Source: an optimization exercise on an open RTL-to-GDS flow (aim: small area). Production flows keep margins and buffers that such runs may drop.
In this exercise RTL edits were held to simulation tests only and were not proved equivalent to the original.
Power and IR drop assume default switching activity.

Design scfd, start of the top module:
module scfd #(
    parameter MAX_FRAME = 128,
    parameter T_SETTLE  = 16
) (
    input  wire       clk,
    input  wire       rst,
    input  wire       rx_valid,
    input  wire [7:0] rx_data,
    output wire       tx_valid,
    output wire [7:0] tx_data,
    input  wire       tx_ready,
    output wire       bus_cs,
    output wire       bus_valid,
    output wire       bus_we,
    output wire [7:0] bus_wdata,
    input  wire       bus_ready,
    input  wire [7:0] bus_rdata,
    input  wire       bus_fail
);
    localparam [7:0] HEADER = 8'h7E;
    localparam [7:0] TAIL   = 8'h7F;
    localparam [6:0] CLAMP  = MAX_FRAME - 10;    
    localparam integer L    = 120;               
    localparam integer NP   = L / 8;             
    localparam integer NS   = 8;                 
    localparam [6:0] LAST   = L - 1;             
    localparam [6:0] XPOS   = 7'd8;              
  ...
Size in the first run: ~3700 cells after synthesis, roughly 2100 flip-flops, about 42 I/O pins, roughly 52000 um^2 of cells after synthesis.
==> flow/config.mk <==
export PLATFORM = sky130hd
export DESIGN_NAME = scfd
export DESIGN_NICKNAME = scfd
export VERILOG_FILES = /design/flow/design.v
export SDC_FILE = /design/flow/constraint.sdc
export NUM_CORES = 4
export LEC_CHECK = 0
export ABC_AREA = 1
export CAP_MARGIN = 20
export CORE_MARGIN = 2
export CORE_UTILIZATION = 75
export CTS_BUF_LIST = sky130_fd_sc_hd__clkbuf_8
export CTS_CLUSTER_DIAMETER = 50
export CTS_CLUSTER_SIZE = 18
export PLACE_DENSITY = 0.85
export SLEW_MARGIN = 20
==> flow/constraint.sdc <==
create_clock -name core_clock -period 10.0 [get_ports {clk}]
set_input_delay 2.0000 -clock core_clock [delete_from_list [all_inputs] [get_ports {clk}]]
set_output_delay 2.0000 -clock core_clock [all_outputs]
set_load 0.01 [all_outputs]
standard.sh (not shown) runs the stock make flow with config.mk's settings and CLKGATE_MAP_FILE= SYNTH_SCRIPT=/design/flow/synth_recipe.tcl, a recipe that flattens the netlist after the stock synthesis.
==> flow/flow/run.sh <==
#!/bin/bash
# The standard layout (bash standard.sh, the standard flow's own ORFS flow), with two
# changes:
#  - the port buffers are the smallest buffer (sky130_fd_sc_hd__buf_1)
#    instead of the one buffer_ports picks by default;
#  - clock tree synthesis adds no dummy loads. Its other arguments are the
#    ones cts.tcl builds from config.mk (clkbuf_8, clusters of up to 16
#    sinks within 50 um).
# The whole output of the standard flow goes to standard_flow.log here; ORFS
# keeps each step's log under orfs/logs/.
set -euo pipefail
export BUFFER_PORTS_ARGS="-buffer_cell sky130_fd_sc_hd__buf_1"
export CTS_ARGS="-sink_clustering_enable -repair_clock_nets -sink_clustering_size 16 -sink_clustering_max_diameter 50 -buf_list sky130_fd_sc_hd__clkbuf_8 -dont_use_dummy_load"
bash standard.sh > standard_flow.log 2>&1
Next try:
--- a/flow/flow/run.sh
+++ b/flow/flow/run.sh
@@ -6,3 +6,3 @@
 #  - clock tree synthesis adds no dummy loads. Its other arguments are the
-#    ones cts.tcl builds from config.mk (clkbuf_8, clusters of up to 16
+#    ones cts.tcl builds from config.mk (clkbuf_8, clusters of up to 18
 #    sinks within 50 um).
@@ -12,3 +12,3 @@
 export BUFFER_PORTS_ARGS="-buffer_cell sky130_fd_sc_hd__buf_1"
-export CTS_ARGS="-sink_clustering_enable -repair_clock_nets -sink_clustering_size 16 -sink_clustering_max_diameter 50 -buf_list sky130_fd_sc_hd__clkbuf_8 -dont_use_dummy_load"
+export CTS_ARGS="-sink_clustering_enable -repair_clock_nets -sink_clustering_size 18 -sink_clustering_max_diameter 50 -buf_list sky130_fd_sc_hd__clkbuf_8 -dont_use_dummy_load"
 bash standard.sh > standard_flow.log 2>&1
After rerunning: The new run ran to the end with no violations. Via count increases slightly. Setup slack gains 0.0083 ns. Design area falls slightly. Clock power came out lower by a few percent. Sequential share of layout area came out higher by 0.27 points. Die area is unchanged. Fmax barely changes. First-iteration DRC count rose by a little under a tenth. Critical path depth stays the same. Power shrinks slightly. Global-route usage goes up by 0.74 points.

========
scfd, a different RTL version from the one above (not shown whole).
Size: about 3500 cells after synthesis, about 2100 flip-flops, roughly 42 I/O pins.
## scfd
module scfd #(
    parameter MAX_FRAME = 128,
    parameter T_SETTLE  = 16
) (
    input  wire       clk,
    input  wire       rst,
    input  wire       rx_valid,
    input  wire [7:0] rx_data,
    output wire       tx_valid,
    output wire [7:0] tx_data,
    input  wire       tx_ready,
    output wire       bus_cs,
    output wire       bus_valid,
    output wire       bus_we,
    output wire [7:0] bus_wdata,
    input  wire       bus_ready,
    input  wire [7:0] bus_rdata,
    input  wire       bus_fail
);
make LEC_CHECK=0 CAP_MARGIN=20 CORE_MARGIN=2 CORE_UTILIZATION=75 CTS_BUF_LIST='sky130_fd_sc_hd__clkbuf_4 sky130_fd_sc_hd__clkbuf_8' CTS_CLUSTER_DIAMETER=50 CTS_CLUSTER_SIZE=16 PLACE_DENSITY=0.85 SLEW_MARGIN=20 finish   # period 10.0 ns
run.sh (not shown) runs the stock make flow with config.mk's settings and CLKGATE_MAP_FILE= SYNTH_SCRIPT=/design/flow/synth_recipe.tcl, a recipe that flattens the netlist after the stock synthesis.
Stock flow here: none of the scripts above is used.
The baseline produced a clean layout.
Then changed:
==> flow/config.mk (replaced) <==
export PLATFORM = sky130hd
export DESIGN_NAME = scfd
export DESIGN_NICKNAME = scfd
export VERILOG_FILES = /design/flow/design.v
export SDC_FILE = /design/flow/constraint.sdc
export NUM_CORES = 4
export LEC_CHECK = 0
export ABC_AREA = 1
export CAP_MARGIN = 20
export CORE_MARGIN = 2
export CORE_UTILIZATION = 85
export CTS_BUF_LIST = sky130_fd_sc_hd__clkbuf_8
export CTS_CLUSTER_DIAMETER = 40
export CTS_CLUSTER_SIZE = 20
export PLACE_DENSITY = 0.92
export SLEW_MARGIN = 20
Outcome:
- The new run ended with an error in global routing on GRT-0232
- area after synthesis fell by about 1%
- synthesized cell count rose by about 18%

========
run A:
Another version of the RTL of scfd (not shown whole).
For scale: ~2,800 cells after synthesis, about 2,000 flip-flops, about 42 I/O pins, roughly 66,000 µm² of cells after synthesis.
==> flow/config.mk <==
export PLATFORM = sky130hd
export DESIGN_NAME = scfd
export DESIGN_NICKNAME = scfd
export VERILOG_FILES = /design/flow/design.v
export SDC_FILE = /design/flow/constraint.sdc
export NUM_CORES = 4
export LEC_CHECK = 0
export CAP_MARGIN = 20
export CORE_MARGIN = 2
export CORE_UTILIZATION = 75
export CTS_BUF_LIST = sky130_fd_sc_hd__clkbuf_4 sky130_fd_sc_hd__clkbuf_8
export CTS_CLUSTER_DIAMETER = 60
export CTS_CLUSTER_SIZE = 20
export PLACE_DENSITY = 0.85
export SLEW_MARGIN = 20
==> flow/constraint.sdc <==
create_clock -name core_clock -period 10.0 [get_ports {clk}]
set_input_delay 2.0000 -clock core_clock [delete_from_list [all_inputs] [get_ports {clk}]]
set_output_delay 2.0000 -clock core_clock [all_outputs]
set_load 0.01 [all_outputs]
> inputs changed (run A -> run B)
# run A
export LEC_CHECK = 0
export CAP_MARGIN = 20
export CORE_MARGIN = 2
export CORE_UTILIZATION = 75
export CTS_BUF_LIST = sky130_fd_sc_hd__clkbuf_4 sky130_fd_sc_hd__clkbuf_8
export CTS_CLUSTER_DIAMETER = 60
export CTS_CLUSTER_SIZE = 20
export PLACE_DENSITY = 0.85
export SLEW_MARGIN = 20
create_clock -name core_clock -period 10.0 [get_ports {clk}]
# run B
export LEC_CHECK = 0
export CAP_MARGIN = 20
export CORE_MARGIN = 2
export CORE_UTILIZATION = 40
export PLACE_DENSITY = 0.6
export SLEW_MARGIN = 20
create_clock -name core_clock -period 10.0 [get_ports {clk}]
--- outcome ---
Synthesized cell count: run A vs run B identical
Against run A, run B reports a share of the clock period used by the worst path that is lower.
Comparing run B and run A, number of antenna diodes is lower on run B.
Every stage of the flow completed for run B, and the final layout passed the timing, design-rule and antenna checks.
The worst setup slack number comes out higher for run B vs run A.
Comparing run B and run A, via count of the first global-routing pass is higher on run A.
Run A → run B: leakage power saw an increase; count of clock-buffer cells in the layout now sits higher; power consumed by the clock network increased by 96% relative to the old numbers; switching power +31%.
Floorplan check, run B vs run A: die outline larger in run B

## port drivers added, routing unchanged
No port has a modelled driver above. Below, the same layouts with a new extraction and two added sets of constraints. Step 1, drivers: a clkbuf_16 drives clk and a buf_2 each remaining input, both assumed. Step 2, shift: input delay + t, output delay - t, t = (earliest + latest rising clock arrival at the registers) / 2. This alone moves slack from input paths to output paths. a / b / c = no drivers / after step 1 / after step 2; a / b = the first two.
run	shift t [ns]	slack for setup (ns)	clock arrival spread, ns
the first run of note 1	0.828	4.383 / 4.418 / 3.591	0.105 / 0.105
the second run of note 1	0.826	4.391 / 4.431 / 3.606	0.129 / 0.129
the first run of note 2	0.884	4.307 / 4.249 / 4.215	0.080 / 0.080
run A	0.843	3.507 / 3.444 / 3.602	0.046 / 0.046
run B	0.864	3.958 / 3.879 / 4.204	0.048 / 0.048
After both steps setup and hold are still met in every run listed. The setup slack of the first run of note 1, which loses most, moves by +0.035 ns with the drivers and by -0.792 ns with both steps.
